This design comes from an exercise in tuning for small area, a short achievable clock period and few clock cycles per item on the open sky130 flow, not from production work. Power and IR drop assume default switching activity.

==> flow/design.v <==
module ptouch_rast (
    input  wire        clk,
    input  wire        rst,         
    input  wire [1:0]  cfg_fmt,     
    input  wire [9:0]  cfg_wd,      
    input  wire [9:0]  cfg_pd,      
    input  wire [9:0]  cfg_tp,      
    input  wire [9:0]  cfg_rm,      
    input  wire        in_valid,
    output wire        in_ready,
    input  wire [31:0] in_pix,      
    output wire        out_valid,
    input  wire        out_ready,
    output wire [7:0]  out_data,
    output wire        out_last
);
    localparam integer DEPTH = 6;           
    reg fgray, pd_nz;
    always @(posedge clk) begin
        fgray <= (cfg_fmt == 2'd0);
        pd_nz <= (cfg_pd != 10'd0);
    end
    reg        in_ready_r;
    reg  [9:0] A, B;
    reg  [8:0] C;
    reg  [2:0] iph;       
    reg        fb;        
    reg        cs;        
    wire fire = in_valid && in_ready_r;
    wire [10:0] ab   = {1'b0, A} - {1'b0, B} - 11'd2;
    wire row_pre     = !ab[10];
    wire row_band    = !row_pre && (B != 10'd0);
    wire row_last    = !row_pre && ((C == 9'd0 && A == 10'd1) || (C == 9'd1 && A == 10'd0));
    wire row_lb      = row_band && (B == 10'd1);
    wire row_sb      = row_band && (fb || iph == 3'd0);    
    reg  [9:0] A_n, B_n;
    reg  [8:0] C_n;
    reg  [2:0] iph_n;
    reg        fb_n;
    always @(*) begin
        A_n = A; B_n = B; C_n = C; iph_n = iph; fb_n = fb;
        if (row_last) begin
            A_n = cfg_wd; B_n = cfg_pd; C_n = 9'd0; iph_n = cfg_rm[2:0]; fb_n = 1'b1;
        end else if (row_pre) begin
            A_n = A - 10'd2; C_n = C + 9'd1;
        end else if (row_band) begin
            A_n = A - 10'd1; B_n = B - 10'd1; iph_n = iph + 3'd1; fb_n = 1'b0;
        end else if (C != 9'd0) begin
            C_n = C - 9'd1;
        end else begin
            A_n = A - 10'd1;
        end
    end
    always @(posedge clk) begin
        if (rst) begin
            A <= cfg_wd; B <= cfg_pd; C <= 9'd0; iph <= cfg_rm[2:0]; fb <= 1'b1;
            cs <= 1'b1;
        end else if (fire) begin
            A <= A_n; B <= B_n; C <= C_n; iph <= iph_n; fb <= fb_n;
            cs <= row_last;
        end
    end
    wire       a_one = (cfg_fmt != 2'd2);
    wire       a_lo  = !in_pix[7];
    wire [6:0] a6_in = a_one ? 7'h7f : (a_lo ? 7'd0 : in_pix[6:0]);
    reg [23:0] p0;        
    reg [6:0]  a60;       
    reg        v0, lb0;
    always @(posedge clk) begin
        p0  <= in_pix[31:8];
        a60 <= a6_in;
        v0  <= !rst && fire && row_band;
        lb0 <= row_lb;
    end
    wire [9:0] m1 = {3'b001, a60};
    wire [9:0] m2 = {2'b01, a60, 1'b0};
    wire [8:0] t30 = {2'd0, a60} + {1'd0, a60, 1'b0};     
    wire [9:0] m3 = {1'b0, t30} + 10'd384;
    function [9:0] msel(input [1:0] d);
        msel = (d == 2'd0) ? 10'd0 : (d == 2'd1) ? m1 : (d == 2'd2) ? m2 : m3;
    endfunction
    function [15:0] mul(input [7:0] c);
        mul = {6'd0, msel(c[1:0])} + {4'd0, msel(c[3:2]), 2'd0}
            + {2'd0, msel(c[5:4]), 4'd0} + {msel(c[7:6]), 6'd0};
    endfunction
    wire [15:0] xr = mul(p0[23:16]);
    wire [15:0] xg = mul(p0[15:8]);
    wire [15:0] xb = mul(p0[7:0]);
    wire [8:0] er  = {1'b0, xr[15:8]} + {1'b0, xr[7:0]} + 9'd1;
    wire [8:0] eg  = {1'b0, xg[15:8]} + {1'b0, xg[7:0]} + 9'd1;
    wire [8:0] eb  = {1'b0, xb[15:8]} + {1'b0, xb[7:0]} + 9'd1;
    reg  [7:0] hr1, hg1, hb1;
    reg  [2:0] e1;
    reg  [8:0] t31;
    reg        gb1, v1, lb1;
    always @(posedge clk) begin
        hr1 <= xr[15:8];
        hg1 <= xg[15:8];
        hb1 <= xb[15:8];
        e1  <= {er[8], eg[8], eb[8]};
        t31 <= t30;
        gb1 <= (p0[23:16] < 8'd127);
        v1  <= !rst && v0;
        lb1 <= lb0;
    end
    wire [10:0] d  = {3'd0, hr1} + {3'd0, hg1} + {3'd0, hb1}
                   + {10'd0, e1[2]} + {10'd0, e1[1]} + {10'd0, e1[0]}
                   + {2'b11, ~t31} + 11'd1;
    wire       pbit = fgray ? gb1 : d[10];
    reg  [2:0] ph;        
    reg  [7:0] sh;
    reg        pushq, pushl;
    wire [7:0] bitv = {7'd0, pbit} << (3'd7 - ph);
    always @(posedge clk) begin
        if (rst) begin
            ph    <= cfg_rm[2:0];
            sh    <= 8'd0;
            pushq <= 1'b0;
            pushl <= 1'b0;
        end else begin
            pushq <= 1'b0;
            if (v1) begin
                sh    <= pushq ? bitv : (sh | bitv);
                pushq <= (ph == 3'd7) || lb1;
                pushl <= lb1;
                ph    <= lb1 ? cfg_rm[2:0] : ph + 3'd1;
            end else if (pushq) begin
                sh <= 8'd0;
            end
        end
    end
    reg [8:0] fm [0:DEPTH-1];
    reg [2:0] wp, rp;
    reg [2:0] fcnt;
    wire      fne  = (fcnt != 3'd0);
    wire [8:0] head = fm[rp];
    always @(posedge clk) begin
        if (pushq) fm[wp] <= {pushl, sh};
    end
    reg       ov, ol;
    reg [7:0] ob;
    reg [6:0] L, T;       
    reg       bdone;      
    reg [1:0] pend;       
    reg [2:0] nb;         
    assign out_valid = ov;
    assign out_data  = ob;
    assign out_last  = ol;
    assign in_ready  = in_ready_r;
    wire emit_zero = (L != 7'd0) || !pd_nz || bdone;
    wire go0       = (pend != 2'd0) && (emit_zero || fne);    
    wire ld        = !ov || out_ready;                         
    wire go        = go0 && ld;
    wire pop       = go && !emit_zero;
    wire line_end  = go && (T == 7'd1);
    function irdy(input f, input l);
        reg [2:0] nbx;
        reg [1:0] pdx;
        reg       csx;
        begin
            nbx  = nb + {2'd0, f && row_sb} - {2'd0, l && go0 && !emit_zero};
            pdx  = pend + {1'b0, f && cs} - {1'b0, l && go0 && (T == 7'd1)};
            csx  = f ? row_last : cs;
            irdy = (nbx != DEPTH) && !(csx && pdx == 2'd2);
        end
    endfunction
    wire ir00 = irdy(1'b0, 1'b0);
    wire ir01 = irdy(1'b0, 1'b1);
    wire ir10 = irdy(1'b1, 1'b0);
    wire ir11 = irdy(1'b1, 1'b1);
    wire pop1  = go0 && !emit_zero;              
    wire lend1 = go0 && (T == 7'd1);             
    wire [2:0] fcnt_0 = fcnt + {2'd0, pushq};
    wire [2:0] fcnt_1 = fcnt + {2'd0, pushq} - {2'd0, pop1};
    wire [1:0] pend_00 = pend;
    wire [1:0] pend_01 = pend - {1'b0, lend1};
    wire [1:0] pend_10 = pend + {1'b0, cs};
    wire [1:0] pend_11 = pend + {1'b0, cs} - {1'b0, lend1};
    wire [2:0] nb_00 = nb;
    wire [2:0] nb_01 = nb - {2'd0, pop1};
    wire [2:0] nb_10 = nb + {2'd0, row_sb};
    wire [2:0] nb_11 = nb + {2'd0, row_sb} - {2'd0, pop1};
    wire ir_n = fire ? (ld ? ir11 : ir10) : (ld ? ir01 : ir00);
    always @(posedge clk) begin
        if (rst) begin
            ov    <= 1'b0;
            ol    <= 1'b0;
            ob    <= 8'd0;
            L     <= cfg_rm[9:3];
            T     <= cfg_tp[9:3];
            bdone <= 1'b0;
            pend  <= 2'd0;
            nb    <= 3'd0;
            wp    <= 3'd0;
            rp    <= 3'd0;
            fcnt  <= 3'd0;
            in_ready_r <= 1'b1;
        end else begin
            if (ov && out_ready) ov <= 1'b0;
            if (go) begin
                ov <= 1'b1;
                ob <= emit_zero ? 8'd0 : head[7:0];
                ol <= (T == 7'd1);
                if (L != 7'd0) L <= L - 7'd1;
                if (pop && head[8]) bdone <= 1'b1;
                if (T == 7'd1) begin
                    L     <= cfg_rm[9:3];
                    T     <= cfg_tp[9:3];
                    bdone <= 1'b0;
                end else begin
                    T <= T - 7'd1;
                end
            end
            if (pushq) wp <= (wp == DEPTH - 1) ? 3'd0 : wp + 3'd1;
            if (pop)   rp <= (rp == DEPTH - 1) ? 3'd0 : rp + 3'd1;
            fcnt <= ld ? fcnt_1 : fcnt_0;
            pend <= fire ? (ld ? pend_11 : pend_10) : (ld ? pend_01 : pend_00);
            nb   <= fire ? (ld ? nb_11 : nb_10) : (ld ? nb_01 : nb_00);
            in_ready_r <= ir_n;
        end
    end
endmodule
make LEC_CHECK=0 CAP_MARGIN=20 CORE_MARGIN=2 CORE_UTILIZATION=40 SLEW_MARGIN=20 finish   # period 28.0 ns
run.sh (not shown) runs the stock make flow with config.mk's settings and CLKGATE_MAP_FILE= SYNTH_SCRIPT=/design/flow/synth_recipe.tcl, a recipe that flattens the netlist after the stock synthesis.
==> next run, changes <==
--- a/flow/design.v
+++ b/flow/design.v
@@ -61,22 +61,24 @@
         end
     end
     wire       a_one = (cfg_fmt != 2'd2);
     wire       a_lo  = !in_pix[7];
     wire [6:0] a6_in = a_one ? 7'h7f : (a_lo ? 7'd0 : in_pix[6:0]);
+    wire [8:0] a3_in = {2'd0, in_pix[6:0]} + {1'd0, in_pix[6:0], 1'b0};
     reg [23:0] p0;        
     reg [6:0]  a60;       
+    reg [8:0]  t30;       
     reg        v0, lb0;
     always @(posedge clk) begin
         p0  <= in_pix[31:8];
         a60 <= a6_in;
+        t30 <= a_one ? 9'd381 : (a_lo ? 9'd0 : a3_in);
         v0  <= !rst && fire && row_band;
         lb0 <= row_lb;
     end
     wire [9:0] m1 = {3'b001, a60};
     wire [9:0] m2 = {2'b01, a60, 1'b0};
-    wire [8:0] t30 = {2'd0, a60} + {1'd0, a60, 1'b0};     
     wire [9:0] m3 = {1'b0, t30} + 10'd384;
     function [9:0] msel(input [1:0] d);
         msel = (d == 2'd0) ? 10'd0 : (d == 2'd1) ? m1 : (d == 2'd2) ? m2 : m3;
     endfunction
     function [15:0] mul(input [7:0] c);
Result: The changed run produced a clean layout; hold slack gets worse by 0.0060 ns; non-clock buffer count went down by 9; design area went up slightly; final cell count stays flat; power went down by a few percent; area after synthesis went up slightly.
No run of this note included a check of the RTL's function; only the layout flow was run.

==> afterwards: timing with drivers on the ports <==
In the flow no input, the clock included, has a driving cell. The finished layouts below were timed again as built, in two steps. Step 1 sets driving cells, clkbuf_16 on the clock port and buf_2 on the other inputs (assumed; they add their load-dependent delay and slew). Step 2 moves the port delays by t, midway between the first and last clock arrival at a register: inputs arrive t later, outputs are due t later. That takes back most of the time a late clock gives input paths. a / b / c = ideal ports / drivers / drivers and shift; a / b = the first two.
run	shift t [ns]	slack for setup (ns)	cell pins on the clock port's net
the first run	0.601	20.731 / 20.761 / 20.159	1
the second run	0.613	20.194 / 20.217 / 19.604	1
After both steps setup and hold are still met in every run listed. The setup slack of the second run, which loses most, moves by +0.023 ns with the drivers and by -0.590 ns with both steps.
